Source: an optimization exercise on an open RTL-to-GDS flow (aim: small area and few clock cycles per item). Production flows keep margins and buffers that such runs may drop.
Function was checked by simulation only, so behaviour that the tests miss may differ from the original.
Power is estimated from default activity; no workload was simulated.

## flow/config.mk

```make
export PLATFORM = sky130hd
export DESIGN_NAME = ax5031_qunit
export DESIGN_NICKNAME = ax5031_qunit
export VERILOG_FILES = /design/flow/design.v
export SDC_FILE = /design/flow/constraint.sdc
export NUM_CORES = 4
export LEC_CHECK = 0
export CAP_MARGIN = 20
export CORE_MARGIN = 2
export CORE_UTILIZATION = 40
export CTS_BUF_LIST = sky130_fd_sc_hd__clkbuf_8
export CTS_CLUSTER_DIAMETER = 500
export CTS_CLUSTER_SIZE = 40
export GPL_TIMING_DRIVEN = 0
export PLACE_DENSITY = 0.6
export SLEW_MARGIN = 20
export SYNTH_HIERARCHICAL = 1
export SYNTH_MINIMUM_KEEP_SIZE = 0
```

## flow/constraint.sdc

```tcl
create_clock -name core_clock -period 10.0 [get_ports {clk}]
set_input_delay 2.0000 -clock core_clock [delete_from_list [all_inputs] [get_ports {clk}]]
set_output_delay 2.0000 -clock core_clock [all_outputs]
set_load 0.01 [all_outputs]
```

## flow/design.v

```verilog
module ax5031_qunit (
    input  wire        clk,
    input  wire        rst,
    input  wire        in_valid,
    output wire        in_ready,
    input  wire [31:0] in_v,
    output reg         out_valid,
    input  wire        out_ready,
    output wire [32:0] out_q
);
    wire [31:0] nv = ~in_v;
    wire [32:0] q;
    reg  [32:0] q_r;
    assign in_ready = !out_valid || out_ready;
    assign out_q    = q_r;
    always @(posedge clk) begin
        if (rst)
            out_valid <= 1'b0;
        else if (in_ready)
            out_valid <= in_valid;
        if (in_ready && in_valid)
            q_r <= q;
    end
    wire w1, w2;
    qha p3h1 (.a(in_v[1]), .b(in_v[0]), .s(w1), .co(w2));
    wire w3, w4;
    qfa p3f1 (.a(in_v[2]), .b(in_v[1]), .c(w2), .s(w3), .co(w4));
    wire w5, w6;
    qfa p3f2 (.a(in_v[3]), .b(in_v[2]), .c(w4), .s(w5), .co(w6));
    wire w7, w8;
    qha p3h2 (.a(in_v[4]), .b(in_v[3]), .s(w7), .co(w8));
    wire w9, w10;
    qfa p3f3 (.a(in_v[5]), .b(in_v[4]), .c(w8), .s(w9), .co(w10));
    wire w11, w12;
    qfa p3f4 (.a(in_v[6]), .b(in_v[5]), .c(w10), .s(w11), .co(w12));
    wire w13, w14;
    qfa p3f5 (.a(in_v[7]), .b(in_v[6]), .c(w12), .s(w13), .co(w14));
    wire w15, w16;
    qha p3h3 (.a(in_v[8]), .b(in_v[7]), .s(w15), .co(w16));
    wire w17, w18;
    qfa p3f6 (.a(in_v[9]), .b(in_v[8]), .c(w16), .s(w17), .co(w18));
    wire w19, w20;
    qfa p3f7 (.a(in_v[10]), .b(in_v[9]), .c(w18), .s(w19), .co(w20));
    wire w21, w22;
    qfa p3f8 (.a(in_v[11]), .b(in_v[10]), .c(w20), .s(w21), .co(w22));
    wire w23, w24;
    qha p3h4 (.a(in_v[12]), .b(in_v[11]), .s(w23), .co(w24));
    wire w25, w26;
    qfa p3f9 (.a(in_v[13]), .b(in_v[12]), .c(w24), .s(w25), .co(w26));
    wire w27, w28;
    qfa p3f10 (.a(in_v[14]), .b(in_v[13]), .c(w26), .s(w27), .co(w28));
    wire w29, w30;
    qfa p3f11 (.a(in_v[15]), .b(in_v[14]), .c(w28), .s(w29), .co(w30));
    wire w31, w32;
    qha p3h5 (.a(in_v[16]), .b(in_v[15]), .s(w31), .co(w32));
    wire w33, w34;
    qfa p3f12 (.a(in_v[17]), .b(in_v[16]), .c(w32), .s(w33), .co(w34));
    wire w35, w36;
    qfa p3f13 (.a(in_v[18]), .b(in_v[17]), .c(w34), .s(w35), .co(w36));
    wire w37, w38;
    qfa p3f14 (.a(in_v[19]), .b(in_v[18]), .c(w36), .s(w37), .co(w38));
    wire w39, w40;
    qha p3h6 (.a(in_v[20]), .b(in_v[19]), .s(w39), .co(w40));
    wire w41, w42;
    qfa p3f15 (.a(in_v[21]), .b(in_v[20]), .c(w40), .s(w41), .co(w42));
    wire w43, w44;
    qfa p3f16 (.a(in_v[22]), .b(in_v[21]), .c(w42), .s(w43), .co(w44));
    wire w45, w46;
    qfa p3f17 (.a(in_v[23]), .b(in_v[22]), .c(w44), .s(w45), .co(w46));
    wire w47, w48;
    qha p3h7 (.a(in_v[24]), .b(in_v[23]), .s(w47), .co(w48));
    wire w49, w50;
    qfa p3f18 (.a(in_v[25]), .b(in_v[24]), .c(w48), .s(w49), .co(w50));
    wire w51, w52;
    qfa p3f19 (.a(in_v[26]), .b(in_v[25]), .c(w50), .s(w51), .co(w52));
    wire w53, w54;
    qfa p3f20 (.a(in_v[27]), .b(in_v[26]), .c(w52), .s(w53), .co(w54));
    wire w55, w56;
    qha p3h8 (.a(in_v[28]), .b(in_v[27]), .s(w55), .co(w56));
    wire w57, w58;
    qfa p3f21 (.a(in_v[29]), .b(in_v[28]), .c(w56), .s(w57), .co(w58));
    wire w59, w60;
    qfa p3f22 (.a(in_v[30]), .b(in_v[29]), .c(w58), .s(w59), .co(w60));
    wire w61, w62;
    qfa p3f23 (.a(in_v[31]), .b(in_v[30]), .c(w60), .s(w61), .co(w62));
    wire w63, w64;
    qha p3h9 (.a(in_v[31]), .b(w62), .s(w63), .co(w64));
    wire w65 = ~in_v[0];
    wire w66 = ~w1;
    wire w67 = ~w3;
    wire w68 = ~w5;
    wire w69 = ~w7;
    wire w70 = ~w9;
    wire w71 = ~w11;
    wire w72 = ~w13;
    wire w73 = ~w15;
    wire w74 = ~w17;
    wire w75 = ~w19;
    wire w76 = ~w21;
    wire w77 = ~w23;
    wire w78 = ~w25;
    wire w79 = ~w27;
    wire w80 = ~w29;
    wire w81 = ~w31;
    wire w82 = ~w33;
    wire w83 = ~w35;
    wire w84 = ~w37;
    wire w85 = ~w39;
    wire w86 = ~w41;
    wire w87 = ~w43;
    wire w88 = ~w45;
    wire w89 = ~w47;
    wire w90 = ~w49;
    wire w91 = ~w51;
    wire w92 = ~w53;
    wire w93 = ~w55;
    wire w94 = ~w57;
    wire w95 = ~w59;
    wire w96 = ~w61;
    wire w97 = ~w63;
    wire w98 = ~w64;
    wire w99 = ~w6;
    wire w100 = ~w14;
    wire w101 = ~w22;
    wire w102 = ~w30;
    wire w103 = ~w38;
    wire w104 = ~w46;
    wire w105 = ~w54;
    wire w106, w107;
    qfa f24 (.a(in_v[0]), .b(in_v[16]), .c(in_v[18]), .s(w106), .co(w107));
    wire w108, w109;
    qfa f25 (.a(in_v[23]), .b(in_v[26]), .c(in_v[28]), .s(w108), .co(w109));
    wire w110, w111;
    qfa f26 (.a(w106), .b(w108), .c(w78), .s(w110), .co(w111));
    wire w112, w113;
    qxnor cx1 (.a(in_v[1]), .b(in_v[17]), .y(w112));
    qor co1 (.a(in_v[1]), .b(in_v[17]), .y(w113));
    wire w114, w115;
    qfa f27 (.a(in_v[19]), .b(in_v[24]), .c(in_v[27]), .s(w114), .co(w115));
    wire w116, w117;
    qfa f28 (.a(in_v[29]), .b(w107), .c(w109), .s(w116), .co(w117));
    wire w118, w119;
    qfa f29 (.a(w114), .b(w112), .c(w116), .s(w118), .co(w119));
    wire w120, w121;
    qfa f30 (.a(w111), .b(w79), .c(w118), .s(w120), .co(w121));
    wire w122, w123;
    qfa f31 (.a(in_v[2]), .b(in_v[18]), .c(in_v[20]), .s(w122), .co(w123));
    wire w124, w125;
    qfa f32 (.a(in_v[25]), .b(in_v[28]), .c(in_v[30]), .s(w124), .co(w125));
    wire w126, w127;
    qfa f33 (.a(w15), .b(w115), .c(w122), .s(w126), .co(w127));
    wire w128, w129;
    qfa f34 (.a(w124), .b(w113), .c(w117), .s(w128), .co(w129));
    wire w130, w131;
    qfa f35 (.a(w126), .b(w128), .c(w119), .s(w130), .co(w131));
    wire w132, w133;
    qfa f36 (.a(w14), .b(w80), .c(w121), .s(w132), .co(w133));
    wire w134, w135;
    qxnor cx2 (.a(in_v[3]), .b(in_v[19]), .y(w134));
    qor co2 (.a(in_v[3]), .b(in_v[19]), .y(w135));
    wire w136, w137;
    qfa f37 (.a(in_v[21]), .b(in_v[26]), .c(in_v[29]), .s(w136), .co(w137));
    wire w138, w139;
    qfa f38 (.a(in_v[31]), .b(w123), .c(w125), .s(w138), .co(w139));
    wire w140, w141;
    qfa f39 (.a(w81), .b(w136), .c(w134), .s(w140), .co(w141));
    wire w142, w143;
    qfa f40 (.a(w17), .b(w127), .c(w138), .s(w142), .co(w143));
    wire w144, w145;
    qfa f41 (.a(w140), .b(w129), .c(w142), .s(w144), .co(w145));
    wire w146, w147;
    qfa f42 (.a(w102), .b(w131), .c(w144), .s(w146), .co(w147));
    wire w148, w149;
    qxnor cx3 (.a(in_v[4]), .b(in_v[20]), .y(w148));
    qor co3 (.a(in_v[4]), .b(in_v[20]), .y(w149));
    wire w150, w151;
    qfa f43 (.a(in_v[22]), .b(in_v[27]), .c(in_v[30]), .s(w150), .co(w151));
    wire w152, w153;
    qfa f44 (.a(w137), .b(w150), .c(w135), .s(w152), .co(w153));
    wire w154, w155;
    qfa f45 (.a(w148), .b(w139), .c(w82), .s(w154), .co(w155));
    wire w156, w157;
    qfa f46 (.a(w152), .b(w141), .c(w19), .s(w156), .co(w157));
    wire w158, w159;
    qfa f47 (.a(w143), .b(w154), .c(w156), .s(w158), .co(w159));
    wire w160, w161;
    qfa f48 (.a(w145), .b(w158), .c(w147), .s(w160), .co(w161));
    wire w162, w163;
    qxnor cx4 (.a(in_v[0]), .b(in_v[5]), .y(w162));
    qor co4 (.a(in_v[0]), .b(in_v[5]), .y(w163));
    wire w164, w165;
    qfa f49 (.a(in_v[21]), .b(in_v[23]), .c(in_v[28]), .s(w164), .co(w165));
    wire w166, w167;
    qfa f50 (.a(in_v[31]), .b(w151), .c(w164), .s(w166), .co(w167));
    wire w168, w169;
    qfa f51 (.a(w149), .b(w162), .c(w153), .s(w168), .co(w169));
    wire w170, w171;
    qfa f52 (.a(w166), .b(w155), .c(w83), .s(w170), .co(w171));
    wire w172, w173;
    qfa f53 (.a(w168), .b(w21), .c(w157), .s(w172), .co(w173));
    wire w174, w175;
    qfa f54 (.a(w170), .b(w159), .c(w172), .s(w174), .co(w175));
    wire w176, w177;
    qxnor cx5 (.a(in_v[1]), .b(in_v[6]), .y(w176));
    qor co5 (.a(in_v[1]), .b(in_v[6]), .y(w177));
    wire w178, w179;
    qfa f55 (.a(in_v[22]), .b(in_v[24]), .c(in_v[29]), .s(w178), .co(w179));
    wire w180, w181;
    qfa f56 (.a(w23), .b(w165), .c(w178), .s(w180), .co(w181));
    wire w182, w183;
    qfa f57 (.a(w163), .b(w176), .c(w167), .s(w182), .co(w183));
    wire w184, w185;
    qfa f58 (.a(w180), .b(w169), .c(w182), .s(w184), .co(w185));
    wire w186, w187;
    qfa f59 (.a(w22), .b(w84), .c(w171), .s(w186), .co(w187));
    wire w188, w189;
    qfa f60 (.a(w184), .b(w173), .c(w186), .s(w188), .co(w189));
    wire w190, w191;
    qfa f61 (.a(in_v[2]), .b(in_v[7]), .c(in_v[23]), .s(w190), .co(w191));
    wire w192, w193;
    qfa f62 (.a(in_v[25]), .b(in_v[30]), .c(w179), .s(w192), .co(w193));
    wire w194, w195;
    qfa f63 (.a(w85), .b(w190), .c(w177), .s(w194), .co(w195));
    wire w196, w197;
    qfa f64 (.a(w25), .b(w181), .c(w192), .s(w196), .co(w197));
    wire w198, w199;
    qfa f65 (.a(w194), .b(w183), .c(w196), .s(w198), .co(w199));
    wire w200, w201;
    qfa f66 (.a(w103), .b(w185), .c(w198), .s(w200), .co(w201));
    wire w202, w203;
    qfa f67 (.a(w187), .b(w200), .c(w189), .s(w202), .co(w203));
    wire w204, w205;
    qfa f68 (.a(nv[0]), .b(in_v[3]), .c(in_v[8]), .s(w204), .co(w205));
    wire w206, w207;
    qfa f69 (.a(in_v[24]), .b(in_v[26]), .c(in_v[31]), .s(w206), .co(w207));
    wire w208, w209;
    qfa f70 (.a(w191), .b(w204), .c(w206), .s(w208), .co(w209));
    wire w210, w211;
    qfa f71 (.a(w193), .b(w86), .c(w195), .s(w210), .co(w211));
    wire w212, w213;
    qfa f72 (.a(w208), .b(w27), .c(w197), .s(w212), .co(w213));
    wire w214, w215;
    qfa f73 (.a(w210), .b(w199), .c(w212), .s(w214), .co(w215));
    wire w216, w217;
    qfa f74 (.a(w201), .b(w214), .c(w203), .s(w216), .co(w217));
    wire w218, w219;
    qfa f75 (.a(nv[1]), .b(in_v[4]), .c(in_v[9]), .s(w218), .co(w219));
    wire w220, w221;
    qfa f76 (.a(in_v[25]), .b(in_v[27]), .c(w205), .s(w220), .co(w221));
    wire w222, w223;
    qfa f77 (.a(w207), .b(w218), .c(w209), .s(w222), .co(w223));
    wire w224, w225;
    qfa f78 (.a(w220), .b(w87), .c(w211), .s(w224), .co(w225));
    wire w226, w227;
    qfa f79 (.a(w222), .b(w29), .c(w213), .s(w226), .co(w227));
    wire w228, w229;
    qfa f80 (.a(w224), .b(w215), .c(w226), .s(w228), .co(w229));
    wire w230, w231;
    qfa f81 (.a(nv[2]), .b(in_v[5]), .c(in_v[10]), .s(w230), .co(w231));
    wire w232, w233;
    qfa f82 (.a(in_v[26]), .b(in_v[28]), .c(w31), .s(w232), .co(w233));
    wire w234, w235;
    qfa f83 (.a(w219), .b(w230), .c(w221), .s(w234), .co(w235));
    wire w236, w237;
    qfa f84 (.a(w232), .b(w234), .c(w223), .s(w236), .co(w237));
    wire w238, w239;
    qfa f85 (.a(w30), .b(w88), .c(w225), .s(w238), .co(w239));
    wire w240, w241;
    qfa f86 (.a(w236), .b(w227), .c(w238), .s(w240), .co(w241));
    wire w242, w243;
    qfa f87 (.a(nv[3]), .b(in_v[6]), .c(in_v[11]), .s(w242), .co(w243));
    wire w244, w245;
    qfa f88 (.a(in_v[27]), .b(in_v[29]), .c(w65), .s(w244), .co(w245));
    wire w246, w247;
    qfa f89 (.a(w231), .b(w89), .c(w242), .s(w246), .co(w247));
    wire w248, w249;
    qfa f90 (.a(w244), .b(w33), .c(w233), .s(w248), .co(w249));
    wire w250, w251;
    qfa f91 (.a(w246), .b(w235), .c(w248), .s(w250), .co(w251));
    wire w252, w253;
    qfa f92 (.a(w104), .b(w237), .c(w250), .s(w252), .co(w253));
    wire w254, w255;
    qfa f93 (.a(w239), .b(w252), .c(w241), .s(w254), .co(w255));
    wire w256, w257;
    qfa f94 (.a(nv[4]), .b(in_v[7]), .c(in_v[12]), .s(w256), .co(w257));
    wire w258, w259;
    qfa f95 (.a(in_v[28]), .b(in_v[30]), .c(w243), .s(w258), .co(w259));
    wire w260, w261;
    qfa f96 (.a(w66), .b(w256), .c(w245), .s(w260), .co(w261));
    wire w262, w263;
    qfa f97 (.a(w90), .b(w247), .c(w258), .s(w262), .co(w263));
    wire w264, w265;
    qfa f98 (.a(w260), .b(w249), .c(w35), .s(w264), .co(w265));
    wire w266, w267;
    qfa f99 (.a(w262), .b(w251), .c(w264), .s(w266), .co(w267));
    wire w268, w269;
    qfa f100 (.a(w253), .b(w266), .c(w255), .s(w268), .co(w269));
    wire w270, w271;
    qfa f101 (.a(nv[5]), .b(in_v[8]), .c(in_v[13]), .s(w270), .co(w271));
    wire w272, w273;
    qfa f102 (.a(in_v[29]), .b(in_v[31]), .c(w257), .s(w272), .co(w273));
    wire w274, w275;
    qfa f103 (.a(w270), .b(w259), .c(w67), .s(w274), .co(w275));
    wire w276, w277;
    qfa f104 (.a(w272), .b(w261), .c(w91), .s(w276), .co(w277));
    wire w278, w279;
    qfa f105 (.a(w263), .b(w274), .c(w37), .s(w278), .co(w279));
    wire w280, w281;
    qfa f106 (.a(w265), .b(w276), .c(w267), .s(w280), .co(w281));
    wire w282, w283;
    qfa f107 (.a(w278), .b(w280), .c(w269), .s(w282), .co(w283));
    wire w284, w285;
    qfa f108 (.a(nv[6]), .b(in_v[9]), .c(in_v[14]), .s(w284), .co(w285));
    wire w286, w287;
    qfa f109 (.a(in_v[30]), .b(w39), .c(w271), .s(w286), .co(w287));
    wire w288, w289;
    qfa f110 (.a(w284), .b(w273), .c(w286), .s(w288), .co(w289));
    wire w290, w291;
    qfa f111 (.a(w275), .b(w68), .c(w288), .s(w290), .co(w291));
    wire w292, w293;
    qfa f112 (.a(w38), .b(w92), .c(w277), .s(w292), .co(w293));
    wire w294, w295;
    qfa f113 (.a(w290), .b(w279), .c(w292), .s(w294), .co(w295));
    wire w296, w297;
    qfa f114 (.a(w281), .b(w294), .c(w283), .s(w296), .co(w297));
    wire w298, w299;
    qfa f115 (.a(nv[7]), .b(in_v[10]), .c(in_v[15]), .s(w298), .co(w299));
    wire w300, w301;
    qfa f116 (.a(in_v[31]), .b(w285), .c(w69), .s(w300), .co(w301));
    wire w302, w303;
    qfa f117 (.a(w93), .b(w298), .c(w41), .s(w302), .co(w303));
    wire w304, w305;
    qfa f118 (.a(w287), .b(w300), .c(w99), .s(w304), .co(w305));
    wire w306, w307;
    qfa f119 (.a(w302), .b(w289), .c(w105), .s(w306), .co(w307));
    wire w308, w309;
    qfa f120 (.a(w304), .b(w291), .c(w306), .s(w308), .co(w309));
    wire w310, w311;
    qfa f121 (.a(w293), .b(w308), .c(w295), .s(w310), .co(w311));
    wire w312, w313;
    qfa f122 (.a(nv[8]), .b(in_v[11]), .c(in_v[16]), .s(w312), .co(w313));
    wire w314, w315;
    qfa f123 (.a(w299), .b(w312), .c(w70), .s(w314), .co(w315));
    wire w316, w317;
    qfa f124 (.a(w94), .b(w301), .c(w303), .s(w316), .co(w317));
    wire w318, w319;
    qfa f125 (.a(w43), .b(w314), .c(w305), .s(w318), .co(w319));
    wire w320, w321;
    qfa f126 (.a(w316), .b(w307), .c(w318), .s(w320), .co(w321));
    wire w322, w323;
    qfa f127 (.a(w309), .b(w320), .c(w311), .s(w322), .co(w323));
    wire w324, w325;
    qxnor cx6 (.a(nv[0]), .b(nv[9]), .y(w324));
    qor co6 (.a(nv[0]), .b(nv[9]), .y(w325));
    wire w326, w327;
    qfa f128 (.a(in_v[12]), .b(in_v[17]), .c(w313), .s(w326), .co(w327));
    wire w328, w329;
    qfa f129 (.a(w324), .b(w326), .c(w315), .s(w328), .co(w329));
    wire w330, w331;
    qfa f130 (.a(w71), .b(w95), .c(w317), .s(w330), .co(w331));
    wire w332, w333;
    qfa f131 (.a(w45), .b(w328), .c(w319), .s(w332), .co(w333));
    wire w334, w335;
    qfa f132 (.a(w330), .b(w321), .c(w332), .s(w334), .co(w335));
    wire w336, w337;
    qxnor cx7 (.a(nv[1]), .b(nv[10]), .y(w336));
    qor co7 (.a(nv[1]), .b(nv[10]), .y(w337));
    wire w338, w339;
    qfa f133 (.a(in_v[13]), .b(in_v[18]), .c(w47), .s(w338), .co(w339));
    wire w340, w341;
    qfa f134 (.a(w325), .b(w336), .c(w327), .s(w340), .co(w341));
    wire w342, w343;
    qfa f135 (.a(w338), .b(w340), .c(w46), .s(w342), .co(w343));
    wire w344, w345;
    qfa f136 (.a(w329), .b(w72), .c(w96), .s(w344), .co(w345));
    wire w346, w347;
    qfa f137 (.a(w342), .b(w331), .c(w344), .s(w346), .co(w347));
    wire w348, w349;
    qfa f138 (.a(w333), .b(w346), .c(w335), .s(w348), .co(w349));
    wire w350, w351;
    qfa f139 (.a(nv[2]), .b(nv[11]), .c(in_v[14]), .s(w350), .co(w351));
    wire w352, w353;
    qfa f140 (.a(in_v[19]), .b(w73), .c(w350), .s(w352), .co(w353));
    wire w354, w355;
    qfa f141 (.a(w337), .b(w49), .c(w339), .s(w354), .co(w355));
    wire w356, w357;
    qfa f142 (.a(w352), .b(w341), .c(w354), .s(w356), .co(w357));
    wire w358, w359;
    qfa f143 (.a(w100), .b(w356), .c(w343), .s(w358), .co(w359));
    wire w360, w361;
    qfa f144 (.a(w97), .b(w345), .c(w358), .s(w360), .co(w361));
    wire w362, w363;
    qfa f145 (.a(w347), .b(w360), .c(w349), .s(w362), .co(w363));
    wire w364, w365;
    qxnor cx8 (.a(nv[3]), .b(nv[12]), .y(w364));
    qor co8 (.a(nv[3]), .b(nv[12]), .y(w365));
    wire w366, w367;
    qfa f146 (.a(in_v[15]), .b(in_v[20]), .c(w351), .s(w366), .co(w367));
    wire w368, w369;
    qfa f147 (.a(w364), .b(w74), .c(w353), .s(w368), .co(w369));
    wire w370, w371;
    qfa f148 (.a(w366), .b(w355), .c(w51), .s(w370), .co(w371));
    wire w372, w373;
    qfa f149 (.a(w368), .b(w357), .c(w370), .s(w372), .co(w373));
    wire w374, w375;
    qfa f150 (.a(w98), .b(w372), .c(w359), .s(w374), .co(w375));
    wire w376, w377;
    qfa f151 (.a(w361), .b(w374), .c(w363), .s(w376), .co(w377));
    wire w378, w379;
    qfa f152 (.a(nv[4]), .b(nv[13]), .c(in_v[16]), .s(w378), .co(w379));
    wire w380, w381;
    qfa f153 (.a(in_v[21]), .b(w378), .c(w365), .s(w380), .co(w381));
    wire w382, w383;
    qfa f154 (.a(w367), .b(w380), .c(w75), .s(w382), .co(w383));
    wire w384, w385;
    qfa f155 (.a(w369), .b(w53), .c(w371), .s(w384), .co(w385));
    wire w386, w387;
    qfa f156 (.a(w382), .b(w373), .c(w384), .s(w386), .co(w387));
    wire w388, w389;
    qfa f157 (.a(w386), .b(w375), .c(w377), .s(w388), .co(w389));
    wire w390, w391;
    qxnor cx9 (.a(nv[5]), .b(nv[14]), .y(w390));
    qor co9 (.a(nv[5]), .b(nv[14]), .y(w391));
    wire w392, w393;
    qfa f158 (.a(in_v[17]), .b(in_v[22]), .c(w55), .s(w392), .co(w393));
    wire w394, w395;
    qfa f159 (.a(w379), .b(w390), .c(w392), .s(w394), .co(w395));
    wire w396, w397;
    qfa f160 (.a(w381), .b(w394), .c(w54), .s(w396), .co(w397));
    wire w398, w399;
    qfa f161 (.a(w76), .b(w383), .c(w396), .s(w398), .co(w399));
    wire w400, w401;
    qfa f162 (.a(w385), .b(w398), .c(w387), .s(w400), .co(w401));
    wire w402, w403;
    qfa f163 (.a(nv[6]), .b(nv[15]), .c(in_v[18]), .s(w402), .co(w403));
    wire w404, w405;
    qfa f164 (.a(in_v[23]), .b(w77), .c(w402), .s(w404), .co(w405));
    wire w406, w407;
    qfa f165 (.a(w391), .b(w57), .c(w393), .s(w406), .co(w407));
    wire w408, w409;
    qfa f166 (.a(w404), .b(w395), .c(w406), .s(w408), .co(w409));
    wire w410, w411;
    qfa f167 (.a(w101), .b(w408), .c(w397), .s(w410), .co(w411));
    wire w412, w413;
    qfa f168 (.a(w399), .b(w410), .c(w401), .s(w412), .co(w413));
    wire w414, w415;
    qxnor cx10 (.a(nv[7]), .b(nv[16]), .y(w414));
    qor co10 (.a(nv[7]), .b(nv[16]), .y(w415));
    wire w416, w417;
    qfa f169 (.a(in_v[19]), .b(in_v[24]), .c(w403), .s(w416), .co(w417));
    wire w418, w419;
    qfa f170 (.a(w414), .b(w78), .c(w405), .s(w418), .co(w419));
    wire w420, w421;
    qfa f171 (.a(w416), .b(w407), .c(w59), .s(w420), .co(w421));
    wire w422, w423;
    qfa f172 (.a(w418), .b(w409), .c(w420), .s(w422), .co(w423));
    wire w424, w425;
    qfa f173 (.a(w422), .b(w411), .c(w413), .s(w424), .co(w425));
    wire w426, w427;
    qxnor cx11 (.a(nv[8]), .b(nv[17]), .y(w426));
    qor co11 (.a(nv[8]), .b(nv[17]), .y(w427));
    wire w428, w429;
    qfa f174 (.a(in_v[20]), .b(in_v[25]), .c(w415), .s(w428), .co(w429));
    wire w430, w431;
    qfa f175 (.a(w426), .b(w417), .c(w428), .s(w430), .co(w431));
    wire w432, w433;
    qfa f176 (.a(w79), .b(w419), .c(w430), .s(w432), .co(w433));
    wire w434, w435;
    qfa f177 (.a(w61), .b(w421), .c(w432), .s(w434), .co(w435));
    wire w436, w437;
    qfa f178 (.a(w423), .b(w434), .c(w425), .s(w436), .co(w437));
    wire w438, w439;
    qxnor cx12 (.a(nv[9]), .b(nv[18]), .y(w438));
    qor co12 (.a(nv[9]), .b(nv[18]), .y(w439));
    wire w440, w441;
    qfa f179 (.a(in_v[21]), .b(in_v[26]), .c(w427), .s(w440), .co(w441));
    wire w442, w443;
    qfa f180 (.a(w438), .b(w429), .c(w440), .s(w442), .co(w443));
    wire w444, w445;
    qfa f181 (.a(w431), .b(w442), .c(w80), .s(w444), .co(w445));
    wire w446, w447;
    qfa f182 (.a(w433), .b(w63), .c(w444), .s(w446), .co(w447));
    wire w448, w449;
    qfa f183 (.a(w435), .b(w446), .c(w437), .s(w448), .co(w449));
    wire w450, w451;
    qfa f184 (.a(nv[10]), .b(nv[19]), .c(in_v[22]), .s(w450), .co(w451));
    wire w452, w453;
    qfa f185 (.a(in_v[27]), .b(w81), .c(w450), .s(w452), .co(w453));
    wire w454, w455;
    qfa f186 (.a(w439), .b(w441), .c(w452), .s(w454), .co(w455));
    wire w456, w457;
    qfa f187 (.a(w443), .b(w454), .c(w102), .s(w456), .co(w457));
    wire w458, w459;
    qfa f188 (.a(w64), .b(w456), .c(w445), .s(w458), .co(w459));
    wire w460, w461;
    qfa f189 (.a(w447), .b(w458), .c(w449), .s(w460), .co(w461));
    wire w462, w463;
    qxnor cx13 (.a(nv[11]), .b(nv[20]), .y(w462));
    qor co13 (.a(nv[11]), .b(nv[20]), .y(w463));
    wire w464, w465;
    qfa f190 (.a(in_v[23]), .b(in_v[28]), .c(w451), .s(w464), .co(w465));
    wire w466, w467;
    qfa f191 (.a(w462), .b(w82), .c(w453), .s(w466), .co(w467));
    wire w468, w469;
    qfa f192 (.a(w464), .b(w455), .c(w466), .s(w468), .co(w469));
    wire w470, w471;
    qfa f193 (.a(w468), .b(w457), .c(w459), .s(w470), .co(w471));
    wire w472, w473;
    qxnor cx14 (.a(nv[12]), .b(nv[21]), .y(w472));
    qor co14 (.a(nv[12]), .b(nv[21]), .y(w473));
    wire w474, w475;
    qfa f194 (.a(in_v[24]), .b(in_v[29]), .c(w463), .s(w474), .co(w475));
    wire w476, w477;
    qfa f195 (.a(w472), .b(w465), .c(w474), .s(w476), .co(w477));
    wire w478, w479;
    qfa f196 (.a(w83), .b(w467), .c(w476), .s(w478), .co(w479));
    wire w480, w481;
    qfa f197 (.a(w469), .b(w478), .c(w471), .s(w480), .co(w481));
    wire w482, w483;
    qxnor cx15 (.a(nv[13]), .b(nv[22]), .y(w482));
    qor co15 (.a(nv[13]), .b(nv[22]), .y(w483));
    wire w484, w485;
    qfa f198 (.a(in_v[25]), .b(in_v[30]), .c(w473), .s(w484), .co(w485));
    wire w486, w487;
    qfa f199 (.a(w482), .b(w475), .c(w484), .s(w486), .co(w487));
    wire w488, w489;
    qfa f200 (.a(w477), .b(w486), .c(w84), .s(w488), .co(w489));
    wire w490, w491;
    qfa f201 (.a(w479), .b(w488), .c(w481), .s(w490), .co(w491));
    wire w492, w493;
    qfa f202 (.a(nv[14]), .b(nv[23]), .c(in_v[26]), .s(w492), .co(w493));
    wire w494, w495;
    qfa f203 (.a(in_v[31]), .b(w85), .c(w492), .s(w494), .co(w495));
    wire w496, w497;
    qfa f204 (.a(w483), .b(w485), .c(w494), .s(w496), .co(w497));
    wire w498, w499;
    qfa f205 (.a(w487), .b(w496), .c(w103), .s(w498), .co(w499));
    wire w500, w501;
    qfa f206 (.a(w498), .b(w489), .c(w491), .s(w500), .co(w501));
    wire w502, w503;
    qxnor cx16 (.a(nv[15]), .b(nv[24]), .y(w502));
    qor co16 (.a(nv[15]), .b(nv[24]), .y(w503));
    wire w504, w505;
    qfa f207 (.a(in_v[27]), .b(w493), .c(w502), .s(w504), .co(w505));
    wire w506, w507;
    qfa f208 (.a(w86), .b(w495), .c(w504), .s(w506), .co(w507));
    wire w508, w509;
    qfa f209 (.a(w497), .b(w506), .c(w499), .s(w508), .co(w509));
    wire w510, w511;
    qxnor cx17 (.a(nv[16]), .b(nv[25]), .y(w510));
    qor co17 (.a(nv[16]), .b(nv[25]), .y(w511));
    wire w512, w513;
    qfa f210 (.a(in_v[28]), .b(w503), .c(w510), .s(w512), .co(w513));
    wire w514, w515;
    qfa f211 (.a(w505), .b(w512), .c(w87), .s(w514), .co(w515));
    wire w516, w517;
    qfa f212 (.a(w507), .b(w514), .c(w509), .s(w516), .co(w517));
    wire w518, w519;
    qxnor cx18 (.a(nv[17]), .b(nv[26]), .y(w518));
    qor co18 (.a(nv[17]), .b(nv[26]), .y(w519));
    wire w520, w521;
    qfa f213 (.a(in_v[29]), .b(w511), .c(w518), .s(w520), .co(w521));
    wire w522, w523;
    qfa f214 (.a(w513), .b(w520), .c(w88), .s(w522), .co(w523));
    wire w524, w525;
    qfa f215 (.a(w515), .b(w522), .c(w517), .s(w524), .co(w525));
    wire w526, w527;
    qfa f216 (.a(nv[18]), .b(nv[27]), .c(in_v[30]), .s(w526), .co(w527));
    wire w528, w529;
    qfa f217 (.a(w89), .b(w526), .c(w519), .s(w528), .co(w529));
    wire w530, w531;
    qfa f218 (.a(w528), .b(w521), .c(w104), .s(w530), .co(w531));
    wire w532, w533;
    qfa f219 (.a(w530), .b(w523), .c(w525), .s(w532), .co(w533));
    wire w534, w535;
    qxnor cx19 (.a(nv[19]), .b(nv[28]), .y(w534));
    qor co19 (.a(nv[19]), .b(nv[28]), .y(w535));
    wire w536, w537;
    qfa f220 (.a(in_v[31]), .b(w527), .c(w534), .s(w536), .co(w537));
    wire w538, w539;
    qfa f221 (.a(w90), .b(w529), .c(w536), .s(w538), .co(w539));
    wire w540, w541;
    qfa f222 (.a(w538), .b(w531), .c(w533), .s(w540), .co(w541));
    wire w542, w543;
    qxnor cx20 (.a(nv[20]), .b(nv[29]), .y(w542));
    qor co20 (.a(nv[20]), .b(nv[29]), .y(w543));
    wire w544, w545;
    qfa f223 (.a(w535), .b(w542), .c(w537), .s(w544), .co(w545));
    wire w546, w547;
    qfa f224 (.a(w91), .b(w539), .c(w544), .s(w546), .co(w547));
    wire w548, w549;
    qxnor cx21 (.a(nv[21]), .b(nv[30]), .y(w548));
    qor co21 (.a(nv[21]), .b(nv[30]), .y(w549));
    wire w550, w551;
    qfa f225 (.a(w543), .b(w548), .c(w545), .s(w550), .co(w551));
    wire w552, w553;
    qfa f226 (.a(w92), .b(w550), .c(w547), .s(w552), .co(w553));
    wire w554, w555;
    qfa f227 (.a(nv[22]), .b(nv[31]), .c(w93), .s(w554), .co(w555));
    wire w556, w557;
    qfa f228 (.a(w549), .b(w554), .c(w105), .s(w556), .co(w557));
    wire w558, w559;
    qfa f229 (.a(w551), .b(w556), .c(w553), .s(w558), .co(w559));
    wire w560, w561;
    qfa f230 (.a(nv[23]), .b(w94), .c(w555), .s(w560), .co(w561));
    wire w562, w563;
    qfa f231 (.a(w560), .b(w557), .c(w559), .s(w562), .co(w563));
    wire w564, w565;
    qxnor cx22 (.a(nv[24]), .b(w561), .y(w564));
    qor co22 (.a(nv[24]), .b(w561), .y(w565));
    wire w566, w567;
    qfa f232 (.a(w95), .b(w564), .c(w563), .s(w566), .co(w567));
    wire w568, w569;
    qxnor cx23 (.a(nv[25]), .b(w96), .y(w568));
    qor co23 (.a(nv[25]), .b(w96), .y(w569));
    wire w570, w571;
    qfa f233 (.a(w565), .b(w568), .c(w567), .s(w570), .co(w571));
    wire w572, w573;
    qxnor cx24 (.a(nv[26]), .b(w97), .y(w572));
    qor co24 (.a(nv[26]), .b(w97), .y(w573));
    wire w574, w575;
    qfa f234 (.a(w569), .b(w572), .c(w571), .s(w574), .co(w575));
    wire w576, w577;
    qxnor cx25 (.a(nv[27]), .b(w98), .y(w576));
    qor co25 (.a(nv[27]), .b(w98), .y(w577));
    wire w578, w579;
    qfa f235 (.a(w576), .b(w573), .c(w575), .s(w578), .co(w579));
    wire w580, w581;
    qfa f236 (.a(nv[28]), .b(w577), .c(w579), .s(w580), .co(w581));
    wire w582, w583;
    qxnor cx26 (.a(nv[29]), .b(w581), .y(w582));
    qor co26 (.a(nv[29]), .b(w581), .y(w583));
    wire w584, w585;
    qxnor cx27 (.a(nv[30]), .b(w583), .y(w584));
    qor co27 (.a(nv[30]), .b(w583), .y(w585));
    wire w586, w587;
    qxnor cx28 (.a(nv[31]), .b(w585), .y(w586));
    qor co28 (.a(nv[31]), .b(w585), .y(w587));
    wire [49:0] ra = {w587, w586, w584, w582, w580, w578, w574, w570, w566, w562, w558, w552, w546, w540, w532, w524, w516, w508, w500, w490, w480, w470, w460, w448, w436, w424, w412, w400, w388, w376, w362, w348, w334, w322, w310, w296, w282, w268, w254, w229, w228, w216, w202, w175, w174, w160, w133, w130, w13, w11};
    wire [49:0] rb = {1'b0, 1'b0, 1'b0, 1'b0, 1'b0, 1'b0, 1'b0, 1'b0, 1'b0, 1'b0, 1'b0, 1'b0, w541, 1'b0, 1'b0, 1'b0, 1'b0, w501, 1'b0, 1'b0, 1'b0, w461, 1'b0, 1'b0, 1'b0, 1'b0, 1'b0, w389, 1'b0, 1'b0, 1'b0, 1'b0, w323, 1'b0, w297, 1'b0, 1'b0, 1'b0, 1'b0, w240, w217, 1'b0, 1'b0, w188, w161, 1'b0, w146, w132, w120, w110};
    wire [49:0] sum;
    wire l1c0 = ra[0] & rb[0];
    wire l1c1;
    qmaj lm1_1 (.a(ra[1]), .b(rb[1]), .c(l1c0), .y(l1c1));
    wire l1c2;
    qmaj lm1_2 (.a(ra[2]), .b(rb[2]), .c(l1c1), .y(l1c2));
    wire l1c3;
    qmaj lm1_3 (.a(ra[3]), .b(rb[3]), .c(l1c2), .y(l1c3));
    wire l1c4 = ra[4] & l1c3;
    wire l1c5;
    qmaj lm1_5 (.a(ra[5]), .b(rb[5]), .c(l1c4), .y(l1c5));
    wire l2z6 = ra[6] & rb[6];
    wire l2o6 = ra[6] | rb[6];
    wire l2z7 = ra[7] & l2z6;
    wire l2o7 = ra[7] & l2o6;
    wire l2z8 = ra[8] & l2z7;
    wire l2o8 = ra[8] & l2o7;
    wire l2z9, l2o9;
    qmaj lz2_9 (.a(ra[9]), .b(rb[9]), .c(l2z8), .y(l2z9));
    qmaj lo2_9 (.a(ra[9]), .b(rb[9]), .c(l2o8), .y(l2o9));
    wire l2z10, l2o10;
    qmaj lz2_10 (.a(ra[10]), .b(rb[10]), .c(l2z9), .y(l2z10));
    qmaj lo2_10 (.a(ra[10]), .b(rb[10]), .c(l2o9), .y(l2o10));
    wire l2z11 = ra[11] & l2z10;
    wire l2o11 = ra[11] & l2o10;
    wire lc2 = l2z11 | (l1c5 & l2o11);
    wire l3z12 = ra[12] & rb[12];
    wire l3o12 = ra[12] | rb[12];
    wire l3z13 = ra[13] & l3z12;
    wire l3o13 = ra[13] & l3o12;
    wire l3z14 = ra[14] & l3z13;
    wire l3o14 = ra[14] & l3o13;
    wire l3z15, l3o15;
    qmaj lz3_15 (.a(ra[15]), .b(rb[15]), .c(l3z14), .y(l3z15));
    qmaj lo3_15 (.a(ra[15]), .b(rb[15]), .c(l3o14), .y(l3o15));
    wire l3z16 = ra[16] & l3z15;
    wire l3o16 = ra[16] & l3o15;
    wire lc3 = l3z16 | (lc2 & l3o16);
    wire b4s17, b4c17;
    qha bh4_17 (.a(ra[17]), .b(rb[17]), .s(b4s17), .co(b4c17));
    assign sum[17] = b4s17 ^ lc3;
    wire bc4 = b4c17 | (lc3 & b4s17);
    wire b5s18 = ra[18];
    wire b5s19 = ra[19];
    wire b5s20 = ra[20];
    wire b5s21 = ra[21];
    wire b5s22, b5c22;
    qha bh5_22 (.a(ra[22]), .b(rb[22]), .s(b5s22), .co(b5c22));
    assign sum[18] = b5s18 ^ bc4;
    assign sum[19] = b5s19 ^ (bc4 & b5s18);
    wire b5p19 = b5s18 & b5s19;
    assign sum[20] = b5s20 ^ (bc4 & b5p19);
    wire b5p20 = b5p19 & b5s20;
    assign sum[21] = b5s21 ^ (bc4 & b5p20);
    wire b5p21 = b5p20 & b5s21;
    assign sum[22] = b5s22 ^ (bc4 & b5p21);
    wire b5p22 = b5p21 & b5s22;
    wire bc5 = b5c22 | (bc4 & b5p22);
    wire b6s23 = ra[23];
    wire b6s24 = ra[24];
    wire b6s25 = ra[25];
    wire b6s26 = ra[26];
    wire b6s27 = ra[27];
    wire b6s28, b6c28;
    qha bh6_28 (.a(ra[28]), .b(rb[28]), .s(b6s28), .co(b6c28));
    assign sum[23] = b6s23 ^ bc5;
    assign sum[24] = b6s24 ^ (bc5 & b6s23);
    wire b6p24 = b6s23 & b6s24;
    assign sum[25] = b6s25 ^ (bc5 & b6p24);
    wire b6p25 = b6p24 & b6s25;
    assign sum[26] = b6s26 ^ (bc5 & b6p25);
    wire b6p26 = b6p25 & b6s26;
    assign sum[27] = b6s27 ^ (bc5 & b6p26);
    wire b6p27 = b6p26 & b6s27;
    assign sum[28] = b6s28 ^ (bc5 & b6p27);
    wire b6p28 = b6p27 & b6s28;
    wire bc6 = b6c28 | (bc5 & b6p28);
    wire b7s29 = ra[29];
    wire b7s30 = ra[30];
    wire b7s31 = ra[31];
    wire b7s32, b7c32;
    qha bh7_32 (.a(ra[32]), .b(rb[32]), .s(b7s32), .co(b7c32));
    assign sum[29] = b7s29 ^ bc6;
    assign sum[30] = b7s30 ^ (bc6 & b7s29);
    wire b7p30 = b7s29 & b7s30;
    assign sum[31] = b7s31 ^ (bc6 & b7p30);
    wire b7p31 = b7p30 & b7s31;
    assign sum[32] = b7s32 ^ (bc6 & b7p31);
    wire b7p32 = b7p31 & b7s32;
    wire bc7 = b7c32 | (bc6 & b7p32);
    wire b8s33 = ra[33];
    wire b8s34 = ra[34];
    wire b8s35 = ra[35];
    wire b8s36 = ra[36];
    wire b8s37, b8c37;
    qha bh8_37 (.a(ra[37]), .b(rb[37]), .s(b8s37), .co(b8c37));
    assign sum[33] = b8s33 ^ bc7;
    assign sum[34] = b8s34 ^ (bc7 & b8s33);
    wire b8p34 = b8s33 & b8s34;
    assign sum[35] = b8s35 ^ (bc7 & b8p34);
    wire b8p35 = b8p34 & b8s35;
    assign sum[36] = b8s36 ^ (bc7 & b8p35);
    wire b8p36 = b8p35 & b8s36;
    assign sum[37] = b8s37 ^ (bc7 & b8p36);
    wire b8p37 = b8p36 & b8s37;
    wire bc8 = b8c37 | (bc7 & b8p37);
    wire b9s38 = ra[38];
    wire b9s39 = ra[39];
    wire b9s40 = ra[40];
    wire b9s41 = ra[41];
    wire b9s42 = ra[42];
    wire b9s43 = ra[43];
    wire b9s44 = ra[44];
    wire b9s45 = ra[45];
    wire b9s46 = ra[46];
    wire b9s47 = ra[47];
    wire b9s48 = ra[48];
    wire b9s49 = ra[49];
    assign sum[38] = b9s38 ^ bc8;
    assign sum[39] = b9s39 ^ (bc8 & b9s38);
    wire b9p39 = b9s38 & b9s39;
    assign sum[40] = b9s40 ^ (bc8 & b9p39);
    wire b9p40 = b9p39 & b9s40;
    assign sum[41] = b9s41 ^ (bc8 & b9p40);
    wire b9p41 = b9p40 & b9s41;
    assign sum[42] = b9s42 ^ (bc8 & b9p41);
    wire b9p42 = b9p41 & b9s42;
    assign sum[43] = b9s43 ^ (bc8 & b9p42);
    wire b9p43 = b9p42 & b9s43;
    assign sum[44] = b9s44 ^ (bc8 & b9p43);
    wire b9p44 = b9p43 & b9s44;
    assign sum[45] = b9s45 ^ (bc8 & b9p44);
    wire b9p45 = b9p44 & b9s45;
    assign sum[46] = b9s46 ^ (bc8 & b9p45);
    wire b9p46 = b9p45 & b9s46;
    assign sum[47] = b9s47 ^ (bc8 & b9p46);
    wire b9p47 = b9p46 & b9s47;
    assign sum[48] = b9s48 ^ (bc8 & b9p47);
    wire b9p48 = b9p47 & b9s48;
    assign sum[49] = b9s49 ^ (bc8 & b9p48);
    wire b9p49 = b9p48 & b9s49;
    wire bc9 = bc8 & b9p49;
    assign q = ~sum[49:17];
endmodule
module qfa (input wire a, input wire b, input wire c, output wire s, output wire co);
    assign s  = a ^ b ^ c;
    assign co = (a & b) | (a & c) | (b & c);
endmodule
module qha (input wire a, input wire b, output wire s, output wire co);
    assign s  = a ^ b;
    assign co = a & b;
endmodule
module qmaj (input wire a, input wire b, input wire c, output wire y);
    assign y = (a & b) | (a & c) | (b & c);
endmodule
module qxnor (input wire a, input wire b, output wire y);
    assign y = ~(a ^ b);
endmodule
module qor (input wire a, input wire b, output wire y);
    assign y = a | b;
endmodule
```

## flow/flow/run.sh

```bash
#!/bin/bash
# The standard layout (the standard.sh), with the ports buffered by the
# smallest buffer cell instead of ORFS's default choice.
set -euo pipefail
export BUFFER_PORTS_ARGS="-buffer_cell sky130_fd_sc_hd__buf_1"
bash standard.sh > standard_flow.log 2>&1
```

## flow/standard.sh

```bash
#!/bin/bash
# synth_recipe.tcl (not shown) runs the flow's synth.tcl, then flattens the netlist and writes it again
# the make line also repeats each setting of config.mk as NAME=value (left out here)
make -C /OpenROAD-flow-scripts/flow DESIGN_CONFIG=/design/flow/config.mk WORK_HOME=/design/flow/orfs CLKGATE_MAP_FILE= SYNTH_SCRIPT=/design/flow/synth_recipe.tcl "${@:-finish}"
```

==> flow_summary.ini, run 1 <==
[synthesis]
ys_ff_latch = 34
yosysMostFrequentCell = fa_1
synth_cell_types = 36
synth_cells = 533
synth_edf_count = 33
synth_nets = 825
syn_area_sq_um = 7480
synth_area_leaders = fa_1 63%, edfxtp_1 13%, xnor2_1 5.5%
seq_area_frac_synth_pct = 13.5
yosys_warnings = 7
synthArstFlopShare_pct = 0
syn_area_per_cell_sq_um = 14.0
synth_ff_type = edfxtp_1
synthTopCellsByCount = 236 x fa_1, 81 x inv_1, 47 x xnor2_1, 33 x edfxtp_1, 28 x or2_1
synth_largest_area_cell = fa_1
synth_top_area_share_pct = 63.2

[final_layout]
final_nets = 902
diodes = 0
drive_gt1_share_pct = 3.93
multi_input_area_sq_um = 6160
fin_area_sq_um = 8120
area_growth_syn_to_layout_pct = 8.57
final-seq-area_sq_um = 1010
nFillCells = 1723

[place]
place_hpwl_mm = 16.8
dpl_cell_area_sq_um = 8030
finalWeightedCongestion = 0.970
io_buffers = 70

[clock_network]
cts_buffer_depth = 2
cts_buffers = 5
ctsHoldBuffers = 0
cts_tree = yes
cts_resized = 0
post_cts_buffers = 0
clkTransAtPathRegs_ps = 60
clk_latency_ps = 290
clkSinkCount = 34
root_buffer = clkbuf_8
htree_num_levels = 2

[power_and_ir_drop]
p_per_area_nw_per_um2 = 365
p_leak_nw = 3.12
max-vdd-ir-drop_v = 0.000179

[floorplan]
die_w_um = 141
dieArea_sq_um = 19800
start_util_pct = 40.4
rows = 50
dieHeight_um = 141
io_pins = 71
core_area_sq_um = 18500

[global_routing]
grt_pass1_wl_mm = 28.8
antenna_found_initial = 0
grt_use_total_pct = 20.1
grt_pass1_vias = 5111
grt_max_degree = 34
overflow = 0

[setup_path]
reg2regPathDepth = 2
critPathCapture = q_r[17]$_DFFE_PP_
start_kind = input pin
rr_endpoint = q_r[30]$_DFFE_PP_
crit_buf_inv = 2
path_depth = 24
critPathLaunch = in_v[23]
path_max_fanout = 8
crit_type = input pin to flip-flop
reg2reg_slack_ps = 8570
cp_slowest_cell = buf_1
critical-path-top-delay-family = adder cells
timing.rr.start = out_valid$_SDFFE_PP0N_
cp.required_ps = 10040
crit_path_max_incr_delay_ps = 600
crit_top_cell = fa_1
cp_cell_sequence = buf_1 > fa_1 > fa_1 > fa_1 > fa_1 > fa_1 > fa_1 > fa_1 > fa_1 > fa_1 > fa_1 > and3_1 > maj3_2 > nand2_1 > nor2_1 > o21a_1 > ha_1 > o211a_1 > a41o_2 > a21o_1 > inv_1 > o21bai_1 > ha_1 > xnor2_1
cp.arrival_ps = 9250
end_kind = flip-flop

[timing]
fin_crit_ps = 9210
rsz0062_at_grt = false
setup_viol = 0
worst_slew_pin_slew_ps = 1130
finClkSkew_ps = 5.67
setup-tns-final_ps = 0
relSlewSlack_pct = 24.8
post-route-period-util_pct = 92.1
slew_violations = 0
hold_viol_final = 0
max_freq_mhz = 109

[routing]
detail_route.vias_per_cell = 5.15
drtPass1Iterations = 4
drt_iter0_drc = 265
antenna_left = 0
drt_drc_violations_left = 0
drt-total-wl_mm = 18.6
vias = 4355
wl_per_cell_um = 22.0

[min_path]
hp-class = flip-flop to flip-flop

[flow_run]
cap_viol_max_count = 0

[run_status]
status = timing/DRC/antenna clean
-- per-layer routing --
layer / up-vias / GRT usage (%) / part of all wire (%)
met1: 2324 / 26.5 / 40
met4: 0 / 6.68 / 2.9
li1: 1805 / - / -
met2: 195 / 33.0 / 49
met3: 31 / 4.82 / 7.9
met5: - / 0 / 0
-- power breakdown --
| group | internal, W | switching [W] | leakage [nW] |
|---|---|---|---|
| Combinational | 0.00117 | 0.00133 | 2.74 |
| Sequential | 0.000359 | 0.0000135 | 0.328 |
| Clock | 0.0000467 | 0.0000478 | 0.0468 |
-- state kept, by name, indices dropped and copies added (netlist names) --
register   cells
out_valid      1
q_r           33
-- worst min-delay path by stage --
stage	from	endpoint	slack, ps	depth (start not counted)
finish	out_valid$_SDFFE_PP0N_	out_valid$_SDFFE_PP0N_	530	2
detailed placement	out_valid$_SDFFE_PP0N_	out_valid$_SDFFE_PP0N_	520	2
global placement	out_valid$_SDFFE_PP0N_	out_valid$_SDFFE_PP0N_	500	2
CTS	out_valid$_SDFFE_PP0N_	out_valid$_SDFFE_PP0N_	530	2
floorplan	out_valid$_SDFFE_PP0N_	out_valid$_SDFFE_PP0N_	590	2
global route	out_valid$_SDFFE_PP0N_	out_valid$_SDFFE_PP0N_	570	2
-- final cells by class --
cell class                      instances  share of cell area, %
Clock buffer                            5                  0.848
Clock inverter                          3                  0.154
Sequential cell                        34                   12.5
Multi-Input combinational cell        418                   75.9
Inverter                               81                   3.75
Timing Repair Buffer                   70                   3.27
Tap cell                              234                   3.61
-- layout by cell type, fill, tap and decap left out, types with 8 or more instances in the layout --
| cell | n |
|---|---|
| maj3_2 | 10 |
| edfxtp_1 | 33 |
| buf_1 | 68 |
| or2_1 | 28 |
| xor2_1 | 8 |
| ha_1 | 20 |
| xnor2_1 | 47 |
| a21oi_1 | 9 |
| nand2_1 | 14 |
| fa_1 | 236 |
| inv_1 | 82 |
-- stage by stage --
step | power (W) | hold WS [ps] | cells | setup WS, ps | util (%)
after floorplan | 0.00230 | 593 | 533 | 1590 | -
after global placement | 0.00282 | 502 | 837 | 350 | 43.4
after detailed placement | 0.00290 | 522 | 837 | 259 | 43.4
after CTS | 0.00302 | 533 | 845 | 540 | 43.8
after global routing | 0.00335 | 575 | 845 | 538 | 43.8
final | 0.00297 | 526 | 845 | 791 | 43.8
-- modules after synthesis (local to each module, per instance) --
| module | area (sq um) | flops+latches |
|---|---|---|
| qfa | 20.0 | 0 |
| qor | 6.26 | 0 |
| qha | 12.5 | 0 |
| ax5031_qunit | 2040 | 34 |
| qxnor | 8.76 | 0 |
| qmaj | 11.3 | 0 |
-- kinds of logic after synthesis --
group,after synthesis,share of synthesized area [%]
adders and majority gates,266,68.0
buffers and inverters,81,4.07
AOI/OAI and AO/OA,22,2.09
xor gates and xnor gates,55,6.44
DFF,34,13.5
and+or+nand+nor,74,5.79
other,1,0.0502
-- worst register-to-register path, cell delays in order (launching register included) --
cell      delay [ps]
dfxtp_1          310
nand2b_1         100
and2_2           640
Testbench counts, summed over its fixed seeds: cycles 6,006, items 6,000.
==> run 2, diff against run 1 <==
--- a/flow/config.mk
+++ b/flow/config.mk
@@ -10,6 +10,4 @@
 export CORE_UTILIZATION = 40
 export CTS_BUF_LIST = sky130_fd_sc_hd__clkbuf_8
-export CTS_CLUSTER_DIAMETER = 500
-export CTS_CLUSTER_SIZE = 40
 export GPL_TIMING_DRIVEN = 0
 export PLACE_DENSITY = 0.6
==> run 2 against run 1 <==
  * Critical path depth unchanged
  * Sequential share of layout area is the same
  * Global-route usage unchanged
  * Worst setup slack unchanged
  * Core utilization unchanged
==> flow_summary.ini, run 2 <==
[setup_path]
critPathCapture = q_r[17]$_DFFE_PP_
critical-path-top-delay-family = adder cells
end_kind = flip-flop
timing.rr.start = out_valid$_SDFFE_PP0N_
reg2reg_slack_ps = 8570
crit_type = input pin to flip-flop
crit_buf_inv = 2
cp_cell_sequence = buf_1 > fa_1 > fa_1 > fa_1 > fa_1 > fa_1 > fa_1 > fa_1 > fa_1 > fa_1 > fa_1 > and3_1 > maj3_2 > nand2_1 > nor2_1 > o21a_1 > ha_1 > o211a_1 > a41o_2 > a21o_1 > inv_1 > o21bai_1 > ha_1 > xnor2_1
crit_top_cell = fa_1
rr_endpoint = q_r[30]$_DFFE_PP_
start_kind = input pin
cp_slowest_cell = buf_1
cp.arrival_ps = 9250
cp.required_ps = 10040
critPathLaunch = in_v[23]
crit_path_max_incr_delay_ps = 600
path_max_fanout = 8
reg2regPathDepth = 2
path_depth = 24

[synthesis]
synth_area_leaders = fa_1 63%, edfxtp_1 13%, xnor2_1 5.5%
synthArstFlopShare_pct = 0
yosysMostFrequentCell = fa_1
syn_area_sq_um = 7480
seq_area_frac_synth_pct = 13.5
synthAdderAreaFrac_pct = 68.0
synthXorXnorAreaFrac_pct = 6.44
synth_top_area_share_pct = 63.2
synth_nets = 825
muxShareOfSynthArea_pct = 0
synth_largest_area_cell = fa_1
synth_cell_types = 36
synthTopCellsByCount = 236 x fa_1, 81 x inv_1, 47 x xnor2_1, 33 x edfxtp_1, 28 x or2_1
ys_ff_latch = 34
yosys_warnings = 7
syn_area_per_cell_sq_um = 14.0
synth_ff_type = edfxtp_1
synth-simple-area-share_pct = 5.79
synth_cells = 533
synth_edf_count = 33
synth_top_family_by_area = adder cells
synth-compound-area-share_pct = 2.09

[final_layout]
diodes = 0
final_nets = 902
largest_reg_flops = 33
largest-register = q_r
drive_gt1_share_pct = 3.93
reg_top3 = q_r (33), out_valid (1)
area_growth_syn_to_layout_pct = 8.57
most-common-layout-cells = 236 x fa_1, 82 x inv_1, 68 x buf_1
nFillCells = 1723
final_common_cell = fa_1

[routing]
detail_route.vias_per_cell = 5.15
antenna_left = 0
wl_per_cell_um = 22.0
vias = 4355
drt-total-wl_mm = 18.6
drtPass1Iterations = 4
drt_drc_violations_left = 0
drt_iter0_drc = 265

[timing]
post-route-period-util_pct = 92.1
relSlewSlack_pct = 24.8
hold_viol_final = 0
worst_slew_pin_slew_ps = 1130
setup-tns-final_ps = 0
rsz0062_at_grt = false
slew_violations = 0
setup_viol = 0
max_freq_mhz = 109
holdWs_ps = 526
finClkSkew_ps = 5.67
fin_crit_ps = 9210
layout_setup_ws_ps = 791

[global_routing]
grt_pass1_wl_mm = 28.8
grt_max_degree = 34
grt_pass1_vias = 5111
overflow = 0
antenna_found_initial = 0
grt_use_total_pct = 20.1

[floorplan]
core_area_sq_um = 18500
dieArea_sq_um = 19800
die_w_um = 141
dieHeight_um = 141
rows = 50
start_util_pct = 40.4
io_pins = 71

[clock_network]
cts_tree = yes
cts_resized = 0
ctsHoldBuffers = 0
clk_latency_ps = 290
clkTransAtPathRegs_ps = 60
clkSinkCount = 34
cts_buffer_depth = 2
post_cts_buffers = 0
root_buffer = clkbuf_8
htree_num_levels = 2
cts_buffers = 5

[flow_run]
cap_viol_max_count = 0

[power_and_ir_drop]
p_leak_nw = 3.12
max-vdd-ir-drop_v = 0.000179
power_w = 0.00297
p_per_area_nw_per_um2 = 365

[place]
io_buffers = 70
finalWeightedCongestion = 0.970
place_hpwl_mm = 16.8
dp_slack_ps = 259

[run_status]
status = timing/DRC/antenna clean

[min_path]
hp-class = flip-flop to flip-flop
run 2: cell counts after synthesis:
No cell type changed its count.
run 2: worst min-delay path: cells and delay by family (launching register included):
| kind | cells | cell delay, ps |
|---|---|---|
| AO/OA/AOI/OAI | 1 | 70 |
| flip-flops | 1 | 310 |
| AND/OR/NAND/NOR | 1 | 100 |
run 2: logic make-up after synthesis:
group,after synthesis
and+or+nand+nor,74
other,1
buffers and inverters,81
AOI/OAI and AO/OA,22
xor gates and xnor gates,55
adders and majority gates,266
DFF,34
run 2: cell type report:
cell class / count / area, sq um / area share [%]
Clock inverter: 3 / 12.5 / 0.154
Clock buffer: 5 / 68.8 / 0.848
Tap cell: 234 / 293 / 3.61
Sequential cell: 34 / 1010 / 12.5
Inverter: 81 / 304 / 3.75
Multi-Input combinational cell: 418 / 6160 / 75.9
Timing Repair Buffer: 70 / 265 / 3.27
run 2: stage by stage:
| step | utilization, % | area, sq um | cells |
|---|---|---|---|
| floorplan | - | 7480 | 533 |
| global placement | 43.4 | 8030 | 837 |
| detailed placement | 43.4 | 8030 | 837 |
| CTS | 43.8 | 8120 | 845 |
| global route | 43.8 | 8120 | 845 |
| finish | 43.8 | 8120 | 845 |
run 2: where the power goes:
group	switching [W]	internal, W	total, W	leakage, nW
clock	0.0000478	0.0000467	0.0000946	0.0468
sequential	0.0000135	0.000359	0.000372	0.328
combinational	0.00133	0.00117	0.00250	2.74
run 2: worst min path at each step:
stage                                  end              startpoint  slack [ps]  cells after the start
floorplan           out_valid$_SDFFE_PP0N_  out_valid$_SDFFE_PP0N_         590                      2
global placement    out_valid$_SDFFE_PP0N_  out_valid$_SDFFE_PP0N_         500                      2
detailed placement  out_valid$_SDFFE_PP0N_  out_valid$_SDFFE_PP0N_         520                      2
CTS                 out_valid$_SDFFE_PP0N_  out_valid$_SDFFE_PP0N_         530                      2
global route        out_valid$_SDFFE_PP0N_  out_valid$_SDFFE_PP0N_         570                      2
finish              out_valid$_SDFFE_PP0N_  out_valid$_SDFFE_PP0N_         530                      2
run 2: routing by layer:
layer	routed length (um)	global-route usage (%)	vias to the layer above
li1	-	-	1805
met4	535	6.68	0
met5	0	0	-
met2	9130	33.0	195
met1	7430	26.5	2324
met3	1460	4.82	31
run 2: modules after synthesis, one instance, submodules excluded:
| module | cells | flip-flops and latches | copies in the design |
|---|---|---|---|
| qha | 1 | 0 | 14 |
| qmaj | 1 | 0 | 10 |
| ax5031_qunit | 217 | 34 | 1 |
| qfa | 1 | 0 | 236 |
| qor | 1 | 0 | 28 |
| qxnor | 1 | 0 | 28 |

[static timing again, ports no longer ideal]
The results above use ideal ports. As a check the final layouts listed here were re-extracted and re-timed, cells and wires unchanged. Step 1 (the two cells are an assumption about what drives the block):
set clk [get_ports {clk}]
set_driving_cell -lib_cell sky130_fd_sc_hd__clkbuf_16 $clk
set_driving_cell -lib_cell sky130_fd_sc_hd__buf_2 [delete_from_list [all_inputs] $clk]
Step 2 also shifts input and output timing later by t, the mid clock arrival at the registers, as if the neighbouring blocks saw the same clock. a / b / c = no drivers / after step 1 / after step 2; a / b = the first two.
| run | t (ns) | slack for setup (ns) | slew at the worst register clock pin (ns) |
|---|---|---|---|
| run 1 | 0.318 | 0.791 / 0.793 / 0.475 | 0.07 / 0.07 |
| run 2 | 0.318 | 0.791 / 0.793 / 0.475 | 0.07 / 0.07 |
After both steps setup and hold are still met in every run listed.
